From an optimization exercise on the open Yosys and OpenROAD flow, aimed at small area, a short achievable clock period and few clock cycles per item; shortcuts taken in it are not production practice. At most, simulation tests tie the RTL to the original design; equivalence was not proved. Power is estimated from default activity; no workload was simulated.

==> trial 82: inputs <==
## mr_tester
module mr_tester (
    input  wire        clk,
    input  wire        rst,
    input  wire        start,
    input  wire [63:0] n_in,
    output reg         ready,
    output reg         done,
    output reg         prime,
    output reg         bad,
    output reg  [63:0] pw
);
==> flow/config.mk <==
export PLATFORM = sky130hd
export DESIGN_NAME = mr_tester
export DESIGN_NICKNAME = mr_tester
export VERILOG_FILES = /design/flow/design.v
export SDC_FILE = /design/flow/constraint.sdc
export NUM_CORES = 4
export LEC_CHECK = 0
export CAP_MARGIN = 20
export CORE_MARGIN = 2
export CORE_UTILIZATION = 60
export SETUP_SLACK_MARGIN = 5
export SLEW_MARGIN = 20
==> flow/constraint.sdc <==
create_clock -name core_clock -period 10.0 [get_ports {clk}]
set_input_delay 2.0000 -clock core_clock [delete_from_list [all_inputs] [get_ports {clk}]]
set_output_delay 2.0000 -clock core_clock [all_outputs]
set_load 0.01 [all_outputs]
run.sh (not shown) runs the stock make flow with config.mk's settings and CLKGATE_MAP_FILE= SYNTH_SCRIPT=/design/flow/synth_recipe.tcl, a recipe that flattens the netlist after the stock synthesis.
==> build 72 (differences from trial 82) <==
--- a/flow/design.v
+++ b/flow/design.v
@@ -43,149 +43,20 @@
     wire [3:0] ug = ux & uy;
     wire [3:0] up = ux ^ uy;
     wire uc0 = (lcy);
     wire uc1 = (ug[0]) | (lcy & up[0]);
     wire uc2 = (ug[0] & up[1]) | (ug[1]) | (lcy & up[0] & up[1]);
     wire uc3 = (ug[0] & up[1] & up[2]) | (ug[1] & up[2]) | (ug[2]) | (lcy & up[0] & up[1] & up[2]);
     wire [3:0] u = up ^ {uc3, uc2, uc1, uc0};
-    reg [3:0] qt;
-    always @* begin
-        case ({np[3:1], u})
-        7'd0: qt = 4'd0;
-        7'd1: qt = 4'd1;
-        7'd2: qt = 4'd2;
-        7'd3: qt = 4'd3;
-        7'd4: qt = 4'd4;
-        7'd5: qt = 4'd5;
-        7'd6: qt = 4'd6;
-        7'd7: qt = 4'd7;
-        7'd8: qt = 4'd8;
-        7'd9: qt = 4'd9;
-        7'd10: qt = 4'd10;
-        7'd11: qt = 4'd11;
-        7'd12: qt = 4'd12;
-        7'd13: qt = 4'd13;
-        7'd14: qt = 4'd14;
-        7'd15: qt = 4'd15;
-        7'd16: qt = 4'd0;
-        7'd17: qt = 4'd3;
-        7'd18: qt = 4'd6;
-        7'd19: qt = 4'd9;
-        7'd20: qt = 4'd12;
-        7'd21: qt = 4'd15;
-        7'd22: qt = 4'd2;
-        7'd23: qt = 4'd5;
-        7'd24: qt = 4'd8;
-        7'd25: qt = 4'd11;
-        7'd26: qt = 4'd14;
-        7'd27: qt = 4'd1;
-        7'd28: qt = 4'd4;
-        7'd29: qt = 4'd7;
-        7'd30: qt = 4'd10;
-        7'd31: qt = 4'd13;
-        7'd32: qt = 4'd0;
-        7'd33: qt = 4'd5;
-        7'd34: qt = 4'd10;
-        7'd35: qt = 4'd15;
-        7'd36: qt = 4'd4;
-        7'd37: qt = 4'd9;
-        7'd38: qt = 4'd14;
-        7'd39: qt = 4'd3;
-        7'd40: qt = 4'd8;
-        7'd41: qt = 4'd13;
-        7'd42: qt = 4'd2;
-        7'd43: qt = 4'd7;
-        7'd44: qt = 4'd12;
-        7'd45: qt = 4'd1;
-        7'd46: qt = 4'd6;
-        7'd47: qt = 4'd11;
-        7'd48: qt = 4'd0;
-        7'd49: qt = 4'd7;
-        7'd50: qt = 4'd14;
-        7'd51: qt = 4'd5;
-        7'd52: qt = 4'd12;
-        7'd53: qt = 4'd3;
-        7'd54: qt = 4'd10;
-        7'd55: qt = 4'd1;
-        7'd56: qt = 4'd8;
-        7'd57: qt = 4'd15;
-        7'd58: qt = 4'd6;
-        7'd59: qt = 4'd13;
-        7'd60: qt = 4'd4;
-        7'd61: qt = 4'd11;
-        7'd62: qt = 4'd2;
-        7'd63: qt = 4'd9;
-        7'd64: qt = 4'd0;
-        7'd65: qt = 4'd9;
-        7'd66: qt = 4'd2;
-        7'd67: qt = 4'd11;
-        7'd68: qt = 4'd4;
-        7'd69: qt = 4'd13;
-        7'd70: qt = 4'd6;
-        7'd71: qt = 4'd15;
-        7'd72: qt = 4'd8;
-        7'd73: qt = 4'd1;
-        7'd74: qt = 4'd10;
-        7'd75: qt = 4'd3;
-        7'd76: qt = 4'd12;
-        7'd77: qt = 4'd5;
-        7'd78: qt = 4'd14;
-        7'd79: qt = 4'd7;
-        7'd80: qt = 4'd0;
-        7'd81: qt = 4'd11;
-        7'd82: qt = 4'd6;
-        7'd83: qt = 4'd1;
-        7'd84: qt = 4'd12;
-        7'd85: qt = 4'd7;
-        7'd86: qt = 4'd2;
-        7'd87: qt = 4'd13;
-        7'd88: qt = 4'd8;
-        7'd89: qt = 4'd3;
-        7'd90: qt = 4'd14;
-        7'd91: qt = 4'd9;
-        7'd92: qt = 4'd4;
-        7'd93: qt = 4'd15;
-        7'd94: qt = 4'd10;
-        7'd95: qt = 4'd5;
-        7'd96: qt = 4'd0;
-        7'd97: qt = 4'd13;
-        7'd98: qt = 4'd10;
-        7'd99: qt = 4'd7;
-        7'd100: qt = 4'd4;
-        7'd101: qt = 4'd1;
-        7'd102: qt = 4'd14;
-        7'd103: qt = 4'd11;
-        7'd104: qt = 4'd8;
-        7'd105: qt = 4'd5;
-        7'd106: qt = 4'd2;
-        7'd107: qt = 4'd15;
-        7'd108: qt = 4'd12;
-        7'd109: qt = 4'd9;
-        7'd110: qt = 4'd6;
-        7'd111: qt = 4'd3;
-        7'd112: qt = 4'd0;
-        7'd113: qt = 4'd15;
-        7'd114: qt = 4'd14;
-        7'd115: qt = 4'd13;
-        7'd116: qt = 4'd12;
-        7'd117: qt = 4'd11;
-        7'd118: qt = 4'd10;
-        7'd119: qt = 4'd9;
-        7'd120: qt = 4'd8;
-        7'd121: qt = 4'd7;
-        7'd122: qt = 4'd6;
-        7'd123: qt = 4'd5;
-        7'd124: qt = 4'd4;
-        7'd125: qt = 4'd3;
-        7'd126: qt = 4'd2;
-        7'd127: qt = 4'd1;
-        default: qt = 4'd0;
-        endcase
-    end
-    assign qn = qt;
+    wire m1 = np[1] & u[0];
+    wire c2 = u[1] & m1;
+    wire t20 = u[2], t21 = np[1] & u[1], t22 = np[2] & u[0];
+    wire e2 = (t20 & t21) ^ (t20 & t22) ^ (t20 & c2) ^ (t21 & t22) ^ (t21 & c2) ^ (t22 & c2);
+    assign qn = {u[3] ^ (np[1] & u[2]) ^ (np[2] & u[1]) ^ (np[3] & u[0]) ^ e2,
+                 t20 ^ t21 ^ t22 ^ c2, u[1] ^ m1, u[0]};
     wire [69:0] r_s = {4'd0, s};
     wire [69:0] r_c = {4'd0, c};
     wire [69:0] r_p0 = ({5'd0, b} & {70{d[0]}}) << 0;
     wire [69:0] r_p1 = ({5'd0, b} & {70{d[1]}}) << 1 | {69'd0, cy};
     wire [69:0] r_p2 = ({5'd0, b} & {70{d[2]}}) << 2;
     wire [69:0] r_p3 = ({5'd0, b} & {70{d[3]}}) << 3;
     wire [69:0] r_q0 = ({6'd0, n} & {70{q[0]}}) << 0;
TNS_END_PERCENT = 5   (was not set)
==> build 83 (differences from trial 82) <==
--- a/flow/design.v
+++ b/flow/design.v
@@ -43,149 +43,20 @@
     wire [3:0] ug = ux & uy;
     wire [3:0] up = ux ^ uy;
     wire uc0 = (lcy);
     wire uc1 = (ug[0]) | (lcy & up[0]);
     wire uc2 = (ug[0] & up[1]) | (ug[1]) | (lcy & up[0] & up[1]);
     wire uc3 = (ug[0] & up[1] & up[2]) | (ug[1] & up[2]) | (ug[2]) | (lcy & up[0] & up[1] & up[2]);
     wire [3:0] u = up ^ {uc3, uc2, uc1, uc0};
-    reg [3:0] qt;
-    always @* begin
-        case ({np[3:1], u})
-        7'd0: qt = 4'd0;
-        7'd1: qt = 4'd1;
-        7'd2: qt = 4'd2;
-        7'd3: qt = 4'd3;
-        7'd4: qt = 4'd4;
-        7'd5: qt = 4'd5;
-        7'd6: qt = 4'd6;
-        7'd7: qt = 4'd7;
-        7'd8: qt = 4'd8;
-        7'd9: qt = 4'd9;
-        7'd10: qt = 4'd10;
-        7'd11: qt = 4'd11;
-        7'd12: qt = 4'd12;
-        7'd13: qt = 4'd13;
-        7'd14: qt = 4'd14;
-        7'd15: qt = 4'd15;
-        7'd16: qt = 4'd0;
-        7'd17: qt = 4'd3;
-        7'd18: qt = 4'd6;
-        7'd19: qt = 4'd9;
-        7'd20: qt = 4'd12;
-        7'd21: qt = 4'd15;
-        7'd22: qt = 4'd2;
-        7'd23: qt = 4'd5;
-        7'd24: qt = 4'd8;
-        7'd25: qt = 4'd11;
-        7'd26: qt = 4'd14;
-        7'd27: qt = 4'd1;
-        7'd28: qt = 4'd4;
-        7'd29: qt = 4'd7;
-        7'd30: qt = 4'd10;
-        7'd31: qt = 4'd13;
-        7'd32: qt = 4'd0;
-        7'd33: qt = 4'd5;
-        7'd34: qt = 4'd10;
-        7'd35: qt = 4'd15;
-        7'd36: qt = 4'd4;
-        7'd37: qt = 4'd9;
-        7'd38: qt = 4'd14;
-        7'd39: qt = 4'd3;
-        7'd40: qt = 4'd8;
-        7'd41: qt = 4'd13;
-        7'd42: qt = 4'd2;
-        7'd43: qt = 4'd7;
-        7'd44: qt = 4'd12;
-        7'd45: qt = 4'd1;
-        7'd46: qt = 4'd6;
-        7'd47: qt = 4'd11;
-        7'd48: qt = 4'd0;
-        7'd49: qt = 4'd7;
-        7'd50: qt = 4'd14;
-        7'd51: qt = 4'd5;
-        7'd52: qt = 4'd12;
-        7'd53: qt = 4'd3;
-        7'd54: qt = 4'd10;
-        7'd55: qt = 4'd1;
-        7'd56: qt = 4'd8;
-        7'd57: qt = 4'd15;
-        7'd58: qt = 4'd6;
-        7'd59: qt = 4'd13;
-        7'd60: qt = 4'd4;
-        7'd61: qt = 4'd11;
-        7'd62: qt = 4'd2;
-        7'd63: qt = 4'd9;
-        7'd64: qt = 4'd0;
-        7'd65: qt = 4'd9;
-        7'd66: qt = 4'd2;
-        7'd67: qt = 4'd11;
-        7'd68: qt = 4'd4;
-        7'd69: qt = 4'd13;
-        7'd70: qt = 4'd6;
-        7'd71: qt = 4'd15;
-        7'd72: qt = 4'd8;
-        7'd73: qt = 4'd1;
-        7'd74: qt = 4'd10;
-        7'd75: qt = 4'd3;
-        7'd76: qt = 4'd12;
-        7'd77: qt = 4'd5;
-        7'd78: qt = 4'd14;
-        7'd79: qt = 4'd7;
-        7'd80: qt = 4'd0;
-        7'd81: qt = 4'd11;
-        7'd82: qt = 4'd6;
-        7'd83: qt = 4'd1;
-        7'd84: qt = 4'd12;
-        7'd85: qt = 4'd7;
-        7'd86: qt = 4'd2;
-        7'd87: qt = 4'd13;
-        7'd88: qt = 4'd8;
-        7'd89: qt = 4'd3;
-        7'd90: qt = 4'd14;
-        7'd91: qt = 4'd9;
-        7'd92: qt = 4'd4;
-        7'd93: qt = 4'd15;
-        7'd94: qt = 4'd10;
-        7'd95: qt = 4'd5;
-        7'd96: qt = 4'd0;
-        7'd97: qt = 4'd13;
-        7'd98: qt = 4'd10;
-        7'd99: qt = 4'd7;
-        7'd100: qt = 4'd4;
-        7'd101: qt = 4'd1;
-        7'd102: qt = 4'd14;
-        7'd103: qt = 4'd11;
-        7'd104: qt = 4'd8;
-        7'd105: qt = 4'd5;
-        7'd106: qt = 4'd2;
-        7'd107: qt = 4'd15;
-        7'd108: qt = 4'd12;
-        7'd109: qt = 4'd9;
-        7'd110: qt = 4'd6;
-        7'd111: qt = 4'd3;
-        7'd112: qt = 4'd0;
-        7'd113: qt = 4'd15;
-        7'd114: qt = 4'd14;
-        7'd115: qt = 4'd13;
-        7'd116: qt = 4'd12;
-        7'd117: qt = 4'd11;
-        7'd118: qt = 4'd10;
-        7'd119: qt = 4'd9;
-        7'd120: qt = 4'd8;
-        7'd121: qt = 4'd7;
-        7'd122: qt = 4'd6;
-        7'd123: qt = 4'd5;
-        7'd124: qt = 4'd4;
-        7'd125: qt = 4'd3;
-        7'd126: qt = 4'd2;
-        7'd127: qt = 4'd1;
-        default: qt = 4'd0;
-        endcase
-    end
-    assign qn = qt;
+    wire m1 = np[1] & u[0];
+    wire c2 = u[1] & m1;
+    wire t20 = u[2], t21 = np[1] & u[1], t22 = np[2] & u[0];
+    wire e2 = (t20 & t21) ^ (t20 & t22) ^ (t20 & c2) ^ (t21 & t22) ^ (t21 & c2) ^ (t22 & c2);
+    assign qn = {u[3] ^ (np[1] & u[2]) ^ (np[2] & u[1]) ^ (np[3] & u[0]) ^ e2,
+                 t20 ^ t21 ^ t22 ^ c2, u[1] ^ m1, u[0]};
     wire [69:0] r_s = {4'd0, s};
     wire [69:0] r_c = {4'd0, c};
     wire [69:0] r_p0 = ({5'd0, b} & {70{d[0]}}) << 0;
     wire [69:0] r_p1 = ({5'd0, b} & {70{d[1]}}) << 1 | {69'd0, cy};
     wire [69:0] r_p2 = ({5'd0, b} & {70{d[2]}}) << 2;
     wire [69:0] r_p3 = ({5'd0, b} & {70{d[3]}}) << 3;
     wire [69:0] r_q0 = ({6'd0, n} & {70{q[0]}}) << 0;
CORE_UTILIZATION = 55   (was 60)
PLACE_DENSITY_LB_ADDON = 0.1   (was not set)
TNS_END_PERCENT = 5   (was not set)
==> summary of the runs <==
Flip-flop and latch count is the same in trial 82 and build 72. In sequential power, build 72 and build 83 hardly differ. Non-clock buffer count, lowest first: build 83, build 72, trial 82. Critical path depth: build 72 is higher than trial 82 (4). Count of clock-buffer cells in the layout: build 72 > trial 82 > build 83. In clock power, build 83 and build 72 hardly differ.
==> figures <==
quantity                                                      build 72        build 83        trial 82
Dpl ws                                                         4.27 ns         4.05 ns         4.28 ns
Result of the run                                       finished clean  finished clean  finished clean
Initial cell density of the core                                 60.4%           55.6%           60.8%
Clock power frac                                                 18.4%           18.2%           15.4%
Total non-filler cell area in the finished layout           0.0522 mm²      0.0523 mm²      0.0521 mm²
Static leakage                                                 22.2 nW         22.2 nW         22.4 nW
Maximum fanout encountered on the critical timing path               5              20               5
Slowest cell delay on critical path                            0.53 ns         0.56 ns         0.56 ns
Post-layout util                                                 66.2%           61.2%           67.2%
Buffers excl. clock                                                242             237             250
Crit path launch                                                  n[2]            n[1]            n[3]
Number of global-route vias before repair                        39.8k           39.6k           39.5k
Routability Congestion                                            1.00           0.994            1.01
Testbench counts of trial 82, summed over its fixed seeds: cycles 147,300, tests 192.
Testbench counts of build 72, summed over its fixed seeds: cycles 147,300, tests 192.
Testbench counts of build 83, summed over its fixed seeds: cycles 147,300, tests 192.


==> 08-06: inputs <==
==> flow/design.v <==
module mont_mul (
    input  wire [65:0] s,
    input  wire [65:0] c,
    input  wire        cy,
    input  wire [64:0] b,
    input  wire [63:0] n,
    input  wire [2:0]  d,
    input  wire [2:0]  np,      
    output wire [65:0] so,
    output wire [65:0] co,
    output wire        cyo
);
    wire [2:0] u = s[2:0] + c[2:0] + {2'd0, cy} + (b[2:0] & {3{d[0]}}) + ({b[1:0], 1'd0} & {3{d[1]}}) + ({b[0:0], 2'd0} & {3{d[2]}});
    wire [5:0] qq = u * np;
    wire [2:0] q = qq[2:0];
    wire [68:0] r_s = {3'd0, s};
    wire [68:0] r_c = {3'd0, c};
    wire [68:0] r_p0 = ({4'd0, b} & {69{d[0]}}) << 0;
    wire [68:0] r_p1 = ({4'd0, b} & {69{d[1]}}) << 1 | {68'd0, cy};
    wire [68:0] r_p2 = ({4'd0, b} & {69{d[2]}}) << 2;
    wire [68:0] r_q0 = ({5'd0, n} & {69{q[0]}}) << 0;
    wire [68:0] r_q1 = ({5'd0, n} & {69{q[1]}}) << 1;
    wire [68:0] r_q2 = ({5'd0, n} & {69{q[2]}}) << 2;
    wire [68:0] t_s0 = r_s ^ r_c ^ r_p0;
    wire [68:0] t_c0 = ((r_s & r_c) | (r_s & r_p0) | (r_c & r_p0)) << 1;
    wire [68:0] t_s1 = r_p1 ^ r_p2 ^ t_s0;
    wire [68:0] t_c1 = ((r_p1 & r_p2) | (r_p1 & t_s0) | (r_p2 & t_s0)) << 1;
    wire [68:0] t_s2 = t_c0 ^ r_q0 ^ r_q1;
    wire [68:0] t_c2 = ((t_c0 & r_q0) | (t_c0 & r_q1) | (r_q0 & r_q1)) << 1;
    wire [68:0] t_s3 = r_q2 ^ t_s1 ^ t_c1;
    wire [68:0] t_c3 = ((r_q2 & t_s1) | (r_q2 & t_c1) | (t_s1 & t_c1)) << 1;
    wire [68:0] t_s4 = t_s2 ^ t_c2 ^ t_s3;
    wire [68:0] t_c4 = ((t_s2 & t_c2) | (t_s2 & t_s3) | (t_c2 & t_s3)) << 1;
    wire [68:0] t_s5 = t_c3 ^ t_s4 ^ t_c4;
    wire [68:0] t_c5 = ((t_c3 & t_s4) | (t_c3 & t_c4) | (t_s4 & t_c4)) << 1;
    assign so  = t_s5[68:3];
    assign co  = t_c5[68:3];
    assign cyo = |t_s5[2:0] | |t_c5[2:0];
endmodule
module mr_tester (
    input  wire        clk,
    input  wire        rst,
    input  wire        start,
    input  wire [63:0] n_in,
    output reg         ready,
    output reg         done,
    output reg         prime,
    output reg         bad,
    output reg  [63:0] pw
);
    localparam W = 3;
    localparam S_IDLE = 3'd0;
    localparam S_CHK  = 3'd1;
    localparam S_ABS  = 3'd2;
    localparam S_DBL  = 3'd3;
    localparam S_RUN  = 3'd4;
    localparam S_FIN  = 3'd5;
    localparam OP_LAD = 2'd0;    
    localparam OP_CV0 = 2'd1;    
    localparam OP_SQ2 = 2'd2;    
    localparam OP_CV2 = 2'd3;    
    reg [2:0]   state;
    reg [1:0]   op;
    reg         dm;          
    reg [63:0]  n;
    reg [64:0]  a;           
    reg [64:0]  b;           
    reg [65:0]  s;
    reg [65:0]  c;
    reg         cy;
    reg [W-1:0] dg;          
    reg         dmode;       
    reg [W-1:0] np;          
    reg [5:0]   it;          
    reg [5:0]   len;         
    reg [5:0]   idx;         
    reg [6:0]   rem;         
    reg [5:0]   kk;          
    reg [5:0]   j2;          
    reg [6:0]   v;           
    reg [6:0]   dleft;       
    reg [2:0]   jcnt;        
    reg [6:0] blen;          
    reg [5:0] kz;            
    integer i;
    always @* begin
        blen = 7'd0;
        for (i = 0; i < 64; i = i + 1)
            if (n[i]) blen = i + 1;
        kz = 6'd0;
        for (i = 63; i >= 1; i = i - 1)
            if (n[i]) kz = i;
    end
    wire [63:0] mask;        
    assign mask[63] = n[63];
    genvar g;
    generate
        for (g = 0; g < 63; g = g + 1) begin : g_mask
            assign mask[g] = mask[g+1] | n[g];
        end
    endgenerate
    wire [63:0] r0 = (~n & mask) | 64'd1;                  
    wire [6:0]  lsteps = (blen + 7'd3 + W - 1) / W;
    wire [6:0]  dl0 = W * lsteps - blen;
    wire [2:0]  jmax = (blen >= 7'd40) ? 3'd5 : 3'd4;
    wire [W-1:0] inv1 = n[W-1:0];
    wire [W-1:0] inv2 = inv1 * (2 - n[W-1:0] * inv1);
    wire [W-1:0] npc = 0 - inv2;
    wire nbit = n[idx];
    wire [65:0] cx = s | ({b, 1'b0} & {66{dm}});
    wire [65:0] cyy = c | ({2'b11, ~n} & {66{dm}});
    wire [65:0] cpa = cx + cyy + {65'd0, cy | dm};
    wire        neg = cpa[65];
    wire [64:0] dres = neg ? {b[63:0], 1'b0} : cpa[64:0];   
    wire eq1 = (cpa[63:0] == 64'd1);
    wire eqm = (cpa[63:1] == n[63:1]) & ~cpa[0];            
    wire [65:0] so, co;
    wire        cyo;
    mont_mul u_mm (
        .s(s), .c(c), .cy(cy), .b(b), .n(n), .d(dg), .np(np),
        .so(so), .co(co), .cyo(cyo)
    );
    always @(posedge clk) begin
        if (rst) begin
            state <= S_IDLE;
            ready <= 1'b1;
            done  <= 1'b0;
            dm    <= 1'b0;
        end else begin
            done <= 1'b0;
            case (state)
            S_IDLE: begin
                n <= n_in;
                if (start) begin
                    state <= S_CHK;
                    ready <= 1'b0;
                end
            end
            S_CHK: begin
                if (!n[0] || n[63:1] == 63'd0) begin
                    done  <= 1'b1;
                    bad   <= 1'b1;
                    prime <= 1'b0;
                    pw    <= 64'd0;
                    ready <= 1'b1;
                    state <= S_IDLE;
                end else begin
                    b     <= {1'b0, r0};
                    s     <= 66'd0;
                    c     <= 66'd0;
                    cy    <= 1'b0;
                    len   <= lsteps[5:0];
                    dleft <= dl0;
                    idx   <= blen[5:0] - 6'd1;
                    rem   <= blen - {1'b0, kz};
                    kk    <= kz;
                    jcnt  <= jmax;
                    v     <= 7'd0;
                    np    <= npc;
                    dm    <= 1'b1;
                    state <= S_ABS;
                end
            end
            S_ABS: begin
                if (dleft != 7'd0)
                    b <= dres;
                if (jcnt != 3'd0 && rem != 7'd0) begin
                    v     <= {v[5:0], nbit};
                    idx   <= idx - 6'd1;
                    rem   <= rem - 7'd1;
                    jcnt  <= jcnt - 3'd1;
                    dleft <= dleft - {6'd0, dleft != 7'd0};
                end else begin
                    dleft <= dleft - {6'd0, dleft != 7'd0} + v;
                    state <= S_DBL;
                end
            end
            S_DBL: begin
                if (dleft != 7'd0) begin
                    b     <= dres;
                    dleft <= dleft - 7'd1;
                end else begin
                    dm    <= 1'b0;
                    it    <= len - 6'd1;
                    state <= S_RUN;
                    if (rem == 7'd0) begin
                        op    <= OP_CV0;
                        a     <= 65'd0;
                        dg    <= 1;
                        dmode <= 1'b0;
                    end else begin
                        op    <= OP_LAD;
                        a     <= b;
                        dg    <= nbit ? {b[W-2:0], 1'b0} : b[W-1:0];
                        dmode <= nbit;
                        idx   <= idx - 6'd1;
                        rem   <= rem - 7'd1;
                    end
                end
            end
            S_RUN: begin
                s  <= so;
                c  <= co;
                cy <= cyo;
                a  <= a >> W;
                dg <= dmode ? a[2*W-2:W-1] : a[2*W-1:W];
                it <= it - 6'd1;
                if (it == 6'd0)
                    state <= S_FIN;
            end
            S_FIN: begin
                s     <= 66'd0;
                c     <= 66'd0;
                cy    <= 1'b0;
                it    <= len - 6'd1;
                state <= S_RUN;
                case (op)
                OP_LAD: begin
                    b <= cpa[64:0];
                    if (rem == 7'd0) begin
                        op    <= OP_CV0;
                        a     <= 65'd0;
                        dg    <= 1;
                        dmode <= 1'b0;
                    end else begin
                        a     <= cpa[64:0];
                        dg    <= nbit ? {cpa[W-2:0], 1'b0} : cpa[W-1:0];
                        dmode <= nbit;
                        idx   <= idx - 6'd1;
                        rem   <= rem - 7'd1;
                    end
                end
                OP_CV0: begin
                    pw <= cpa[63:0];
                    if (eq1 || eqm || kk == 6'd1) begin
                        done  <= 1'b1;
                        bad   <= 1'b0;
                        prime <= eq1 | eqm;
                        ready <= 1'b1;
                        state <= S_IDLE;
                    end
                    op    <= OP_SQ2;
                    a     <= b;
                    dg    <= b[W-1:0];
                    dmode <= 1'b0;
                    j2    <= kk - 6'd2;
                end
                OP_SQ2: begin
                    b     <= cpa[64:0];
                    op    <= OP_CV2;
                    a     <= 65'd0;
                    dg    <= 1;
                    dmode <= 1'b0;
                end
                OP_CV2: begin
                    if (eq1 || eqm || j2 == 6'd0) begin
                        done  <= 1'b1;
                        bad   <= 1'b0;
                        prime <= eqm;
                        ready <= 1'b1;
                        state <= S_IDLE;
                    end
                    op    <= OP_SQ2;
                    a     <= b;
                    dg    <= b[W-1:0];
                    dmode <= 1'b0;
                    j2    <= j2 - 6'd1;
                end
                endcase
            end
            default: begin
                state <= S_IDLE;
                ready <= 1'b1;
            end
            endcase
        end
    end
endmodule
==> flow/run.sh <==
#!/bin/bash
# synth_recipe.tcl (not shown) runs the flow's synth.tcl, then flattens the netlist and writes it again
# the make line also repeats each setting of config.mk as NAME=value (left out here)
make -C /OpenROAD-flow-scripts/flow DESIGN_CONFIG=/design/flow/config.mk WORK_HOME=/design/flow/orfs CLKGATE_MAP_FILE= SYNTH_SCRIPT=/design/flow/synth_recipe.tcl finish
==> flow/config.mk <==
export PLATFORM = sky130hd
export DESIGN_NAME = mr_tester
export DESIGN_NICKNAME = mr_tester
export VERILOG_FILES = /design/flow/design.v
export SDC_FILE = /design/flow/constraint.sdc
export NUM_CORES = 4
export LEC_CHECK = 0
export CAP_MARGIN = 20
export CORE_MARGIN = 2
export CORE_UTILIZATION = 40
export SLEW_MARGIN = 20
==> flow/constraint.sdc <==
create_clock -name core_clock -period 10.0 [get_ports {clk}]
set_input_delay 2.0000 -clock core_clock [delete_from_list [all_inputs] [get_ports {clk}]]
set_output_delay 2.0000 -clock core_clock [all_outputs]
set_load 0.01 [all_outputs]
==> inputs of 10-18, as changes to 08-06 <==
--- a/flow/design.v
+++ b/flow/design.v
@@ -6,4 +6,4 @@
     input  wire [63:0] n,
-    input  wire [2:0]  d,
-    input  wire [2:0]  np,      
+    input  wire [3:0]  d,
+    input  wire [3:0]  np,      
     output wire [65:0] so,
@@ -12,28 +12,34 @@
 );
-    wire [2:0] u = s[2:0] + c[2:0] + {2'd0, cy} + (b[2:0] & {3{d[0]}}) + ({b[1:0], 1'd0} & {3{d[1]}}) + ({b[0:0], 2'd0} & {3{d[2]}});
-    wire [5:0] qq = u * np;
-    wire [2:0] q = qq[2:0];
-    wire [68:0] r_s = {3'd0, s};
-    wire [68:0] r_c = {3'd0, c};
-    wire [68:0] r_p0 = ({4'd0, b} & {69{d[0]}}) << 0;
-    wire [68:0] r_p1 = ({4'd0, b} & {69{d[1]}}) << 1 | {68'd0, cy};
-    wire [68:0] r_p2 = ({4'd0, b} & {69{d[2]}}) << 2;
-    wire [68:0] r_q0 = ({5'd0, n} & {69{q[0]}}) << 0;
-    wire [68:0] r_q1 = ({5'd0, n} & {69{q[1]}}) << 1;
-    wire [68:0] r_q2 = ({5'd0, n} & {69{q[2]}}) << 2;
-    wire [68:0] t_s0 = r_s ^ r_c ^ r_p0;
-    wire [68:0] t_c0 = ((r_s & r_c) | (r_s & r_p0) | (r_c & r_p0)) << 1;
-    wire [68:0] t_s1 = r_p1 ^ r_p2 ^ t_s0;
-    wire [68:0] t_c1 = ((r_p1 & r_p2) | (r_p1 & t_s0) | (r_p2 & t_s0)) << 1;
-    wire [68:0] t_s2 = t_c0 ^ r_q0 ^ r_q1;
-    wire [68:0] t_c2 = ((t_c0 & r_q0) | (t_c0 & r_q1) | (r_q0 & r_q1)) << 1;
-    wire [68:0] t_s3 = r_q2 ^ t_s1 ^ t_c1;
-    wire [68:0] t_c3 = ((r_q2 & t_s1) | (r_q2 & t_c1) | (t_s1 & t_c1)) << 1;
-    wire [68:0] t_s4 = t_s2 ^ t_c2 ^ t_s3;
-    wire [68:0] t_c4 = ((t_s2 & t_c2) | (t_s2 & t_s3) | (t_c2 & t_s3)) << 1;
-    wire [68:0] t_s5 = t_c3 ^ t_s4 ^ t_c4;
-    wire [68:0] t_c5 = ((t_c3 & t_s4) | (t_c3 & t_c4) | (t_s4 & t_c4)) << 1;
-    assign so  = t_s5[68:3];
-    assign co  = t_c5[68:3];
-    assign cyo = |t_s5[2:0] | |t_c5[2:0];
+    wire [3:0] u = s[3:0] + c[3:0] + {3'd0, cy} + (b[3:0] & {4{d[0]}}) + ({b[2:0], 1'd0} & {4{d[1]}}) + ({b[1:0], 2'd0} & {4{d[2]}}) + ({b[0:0], 3'd0} & {4{d[3]}});
+    wire [7:0] qq = u * np;
+    wire [3:0] q = qq[3:0];
+    wire [69:0] r_s = {4'd0, s};
+    wire [69:0] r_c = {4'd0, c};
+    wire [69:0] r_p0 = ({5'd0, b} & {70{d[0]}}) << 0;
+    wire [69:0] r_p1 = ({5'd0, b} & {70{d[1]}}) << 1 | {{69'd0, cy}};
+    wire [69:0] r_p2 = ({5'd0, b} & {70{d[2]}}) << 2;
+    wire [69:0] r_p3 = ({5'd0, b} & {70{d[3]}}) << 3;
+    wire [69:0] r_q0 = ({6'd0, n} & {70{q[0]}}) << 0;
+    wire [69:0] r_q1 = ({6'd0, n} & {70{q[1]}}) << 1;
+    wire [69:0] r_q2 = ({6'd0, n} & {70{q[2]}}) << 2;
+    wire [69:0] r_q3 = ({6'd0, n} & {70{q[3]}}) << 3;
+    wire [69:0] t_s0 = r_s ^ r_c ^ r_p0;
+    wire [69:0] t_c0 = ((r_s & r_c) | (r_s & r_p0) | (r_c & r_p0)) << 1;
+    wire [69:0] t_s1 = r_p1 ^ r_p2 ^ r_p3;
+    wire [69:0] t_c1 = ((r_p1 & r_p2) | (r_p1 & r_p3) | (r_p2 & r_p3)) << 1;
+    wire [69:0] t_s2 = t_s0 ^ t_c0 ^ t_s1;
+    wire [69:0] t_c2 = ((t_s0 & t_c0) | (t_s0 & t_s1) | (t_c0 & t_s1)) << 1;
+    wire [69:0] t_s3 = t_c1 ^ r_q0 ^ r_q1;
+    wire [69:0] t_c3 = ((t_c1 & r_q0) | (t_c1 & r_q1) | (r_q0 & r_q1)) << 1;
+    wire [69:0] t_s4 = r_q2 ^ r_q3 ^ t_s2;
+    wire [69:0] t_c4 = ((r_q2 & r_q3) | (r_q2 & t_s2) | (r_q3 & t_s2)) << 1;
+    wire [69:0] t_s5 = t_c2 ^ t_s3 ^ t_c3;
+    wire [69:0] t_c5 = ((t_c2 & t_s3) | (t_c2 & t_c3) | (t_s3 & t_c3)) << 1;
+    wire [69:0] t_s6 = t_s4 ^ t_c4 ^ t_s5;
+    wire [69:0] t_c6 = ((t_s4 & t_c4) | (t_s4 & t_s5) | (t_c4 & t_s5)) << 1;
+    wire [69:0] t_s7 = t_c5 ^ t_s6 ^ t_c6;
+    wire [69:0] t_c7 = ((t_c5 & t_s6) | (t_c5 & t_c6) | (t_s6 & t_c6)) << 1;
+    assign so  = t_s7[69:4];
+    assign co  = t_c7[69:4];
+    assign cyo = |t_s7[3:0] | |t_c7[3:0];
 endmodule
@@ -50,3 +56,3 @@
 );
-    localparam W = 3;
+    localparam W = 4;
     localparam S_IDLE = 3'd0;
- ABC_CLOCK_PERIOD_IN_PS: unset -> 3000
- CORE_UTILIZATION: 40 -> 50
- SETUP_SLACK_MARGIN: unset -> 5
==> inputs of 12-02, as changes to 08-06 <==
--- a/flow/design.v
+++ b/flow/design.v
@@ -6,4 +6,4 @@
     input  wire [63:0] n,
-    input  wire [2:0]  d,
-    input  wire [2:0]  np,      
+    input  wire [3:0]  d,
+    input  wire [3:0]  np,      
     output wire [65:0] so,
@@ -12,28 +12,34 @@
 );
-    wire [2:0] u = s[2:0] + c[2:0] + {2'd0, cy} + (b[2:0] & {3{d[0]}}) + ({b[1:0], 1'd0} & {3{d[1]}}) + ({b[0:0], 2'd0} & {3{d[2]}});
-    wire [5:0] qq = u * np;
-    wire [2:0] q = qq[2:0];
-    wire [68:0] r_s = {3'd0, s};
-    wire [68:0] r_c = {3'd0, c};
-    wire [68:0] r_p0 = ({4'd0, b} & {69{d[0]}}) << 0;
-    wire [68:0] r_p1 = ({4'd0, b} & {69{d[1]}}) << 1 | {68'd0, cy};
-    wire [68:0] r_p2 = ({4'd0, b} & {69{d[2]}}) << 2;
-    wire [68:0] r_q0 = ({5'd0, n} & {69{q[0]}}) << 0;
-    wire [68:0] r_q1 = ({5'd0, n} & {69{q[1]}}) << 1;
-    wire [68:0] r_q2 = ({5'd0, n} & {69{q[2]}}) << 2;
-    wire [68:0] t_s0 = r_s ^ r_c ^ r_p0;
-    wire [68:0] t_c0 = ((r_s & r_c) | (r_s & r_p0) | (r_c & r_p0)) << 1;
-    wire [68:0] t_s1 = r_p1 ^ r_p2 ^ t_s0;
-    wire [68:0] t_c1 = ((r_p1 & r_p2) | (r_p1 & t_s0) | (r_p2 & t_s0)) << 1;
-    wire [68:0] t_s2 = t_c0 ^ r_q0 ^ r_q1;
-    wire [68:0] t_c2 = ((t_c0 & r_q0) | (t_c0 & r_q1) | (r_q0 & r_q1)) << 1;
-    wire [68:0] t_s3 = r_q2 ^ t_s1 ^ t_c1;
-    wire [68:0] t_c3 = ((r_q2 & t_s1) | (r_q2 & t_c1) | (t_s1 & t_c1)) << 1;
-    wire [68:0] t_s4 = t_s2 ^ t_c2 ^ t_s3;
-    wire [68:0] t_c4 = ((t_s2 & t_c2) | (t_s2 & t_s3) | (t_c2 & t_s3)) << 1;
-    wire [68:0] t_s5 = t_c3 ^ t_s4 ^ t_c4;
-    wire [68:0] t_c5 = ((t_c3 & t_s4) | (t_c3 & t_c4) | (t_s4 & t_c4)) << 1;
-    assign so  = t_s5[68:3];
-    assign co  = t_c5[68:3];
-    assign cyo = |t_s5[2:0] | |t_c5[2:0];
+    wire [3:0] u = s[3:0] + c[3:0] + {3'd0, cy} + (b[3:0] & {4{d[0]}}) + ({b[2:0], 1'd0} & {4{d[1]}}) + ({b[1:0], 2'd0} & {4{d[2]}}) + ({b[0:0], 3'd0} & {4{d[3]}});
+    wire [7:0] qq = u * np;
+    wire [3:0] q = qq[3:0];
+    wire [69:0] r_s = {4'd0, s};
+    wire [69:0] r_c = {4'd0, c};
+    wire [69:0] r_p0 = ({5'd0, b} & {70{d[0]}}) << 0;
+    wire [69:0] r_p1 = ({5'd0, b} & {70{d[1]}}) << 1 | {{69'd0, cy}};
+    wire [69:0] r_p2 = ({5'd0, b} & {70{d[2]}}) << 2;
+    wire [69:0] r_p3 = ({5'd0, b} & {70{d[3]}}) << 3;
+    wire [69:0] r_q0 = ({6'd0, n} & {70{q[0]}}) << 0;
+    wire [69:0] r_q1 = ({6'd0, n} & {70{q[1]}}) << 1;
+    wire [69:0] r_q2 = ({6'd0, n} & {70{q[2]}}) << 2;
+    wire [69:0] r_q3 = ({6'd0, n} & {70{q[3]}}) << 3;
+    wire [69:0] t_s0 = r_s ^ r_c ^ r_p0;
+    wire [69:0] t_c0 = ((r_s & r_c) | (r_s & r_p0) | (r_c & r_p0)) << 1;
+    wire [69:0] t_s1 = r_p1 ^ r_p2 ^ r_p3;
+    wire [69:0] t_c1 = ((r_p1 & r_p2) | (r_p1 & r_p3) | (r_p2 & r_p3)) << 1;
+    wire [69:0] t_s2 = t_s0 ^ t_c0 ^ t_s1;
+    wire [69:0] t_c2 = ((t_s0 & t_c0) | (t_s0 & t_s1) | (t_c0 & t_s1)) << 1;
+    wire [69:0] t_s3 = t_c1 ^ r_q0 ^ r_q1;
+    wire [69:0] t_c3 = ((t_c1 & r_q0) | (t_c1 & r_q1) | (r_q0 & r_q1)) << 1;
+    wire [69:0] t_s4 = r_q2 ^ r_q3 ^ t_s2;
+    wire [69:0] t_c4 = ((r_q2 & r_q3) | (r_q2 & t_s2) | (r_q3 & t_s2)) << 1;
+    wire [69:0] t_s5 = t_c2 ^ t_s3 ^ t_c3;
+    wire [69:0] t_c5 = ((t_c2 & t_s3) | (t_c2 & t_c3) | (t_s3 & t_c3)) << 1;
+    wire [69:0] t_s6 = t_s4 ^ t_c4 ^ t_s5;
+    wire [69:0] t_c6 = ((t_s4 & t_c4) | (t_s4 & t_s5) | (t_c4 & t_s5)) << 1;
+    wire [69:0] t_s7 = t_c5 ^ t_s6 ^ t_c6;
+    wire [69:0] t_c7 = ((t_c5 & t_s6) | (t_c5 & t_c6) | (t_s6 & t_c6)) << 1;
+    assign so  = t_s7[69:4];
+    assign co  = t_c7[69:4];
+    assign cyo = |t_s7[3:0] | |t_c7[3:0];
 endmodule
@@ -50,3 +56,3 @@
 );
-    localparam W = 3;
+    localparam W = 4;
     localparam S_IDLE = 3'd0;
==> run summary <==
quantity                                                       12-02       10-18       08-06
Worst-case vdd ir drop                                      0.260 mV    0.221 mV    0.148 mV
Violation count after the first detailed-route iteration        4547        5638        4057
Number of buffers inserted to repair setup after CTS               0         145           0
Status                              no timing/DRC/antenna violations  no timing/DRC/antenna violations  no timing/DRC/antenna violations
Switching power summed over all nets                         5320 µW     6150 µW     3810 µW
Initial core utilization                                       40.2%       50.5%       40.5%
Synthesized area divided by synthesized cell count          9.51 µm²    9.51 µm²    9.69 µm²
Count of multi-input combinational gates                        3601        3602        3063
Highest net fanout along the worst path                           54           4          17
Clock latency on the worst-skew pair                         0.71 ns     0.70 ns     0.68 ns
Bufs and invs on worst path                                        1           7           2
Fraction of synthesized cell area in xor and xnor cells        3.04%       3.04%       3.47%
Total track usage                                              29.9%       39.8%       29.3%
Gpl congestion                                                  1.08        1.03        1.03
Post-DP Area                                               50300 µm²   50100 µm²   43900 µm²
Arrival time reported for the critical path endpoint         7.34 ns     6.78 ns     9.15 ns
Seq. cell area                                             13700 µm²   13700 µm²   13700 µm²
Testbench counts of 10-18, summed over its fixed seeds: cycles 146,916, tests 192.
Testbench counts of 12-02, summed over its fixed seeds: cycles 146,916, tests 192.
For 08-06, only the layout was checked, not whether the RTL still works.

[port drivers added, routing unchanged]
Ports are ideal in the flow. The routed layouts listed here were re-timed in OpenROAD.
Step 1 sets driving cells, clkbuf_16 on the clock port and buf_2 on the other inputs (assumed; they add their load-dependent delay and slew).
Step 2 also shifts input and output timing later by t, the mid clock arrival at the registers, as if the neighbouring blocks saw the same clock.
Slacks: no drivers / after step 1 / after step 2; pairs: no drivers / after step 1.
run	t (ns)	setup slack, ns	worst setup path after step 2
trial 82	0.713	4.899 / 4.899 / 4.899	register to register
build 72	0.728	4.996 / 4.996 / 4.996	register to register
build 83	0.714	4.950 / 4.950 / 4.950	register to register
08-06	0.732	1.224 / 1.224 / 1.224	register to register
10-18	0.753	3.638 / 3.638 / 3.638	register to register
12-02	0.759	2.999 / 2.999 / 2.999	register to register
After both steps setup and hold are still met in every run listed.
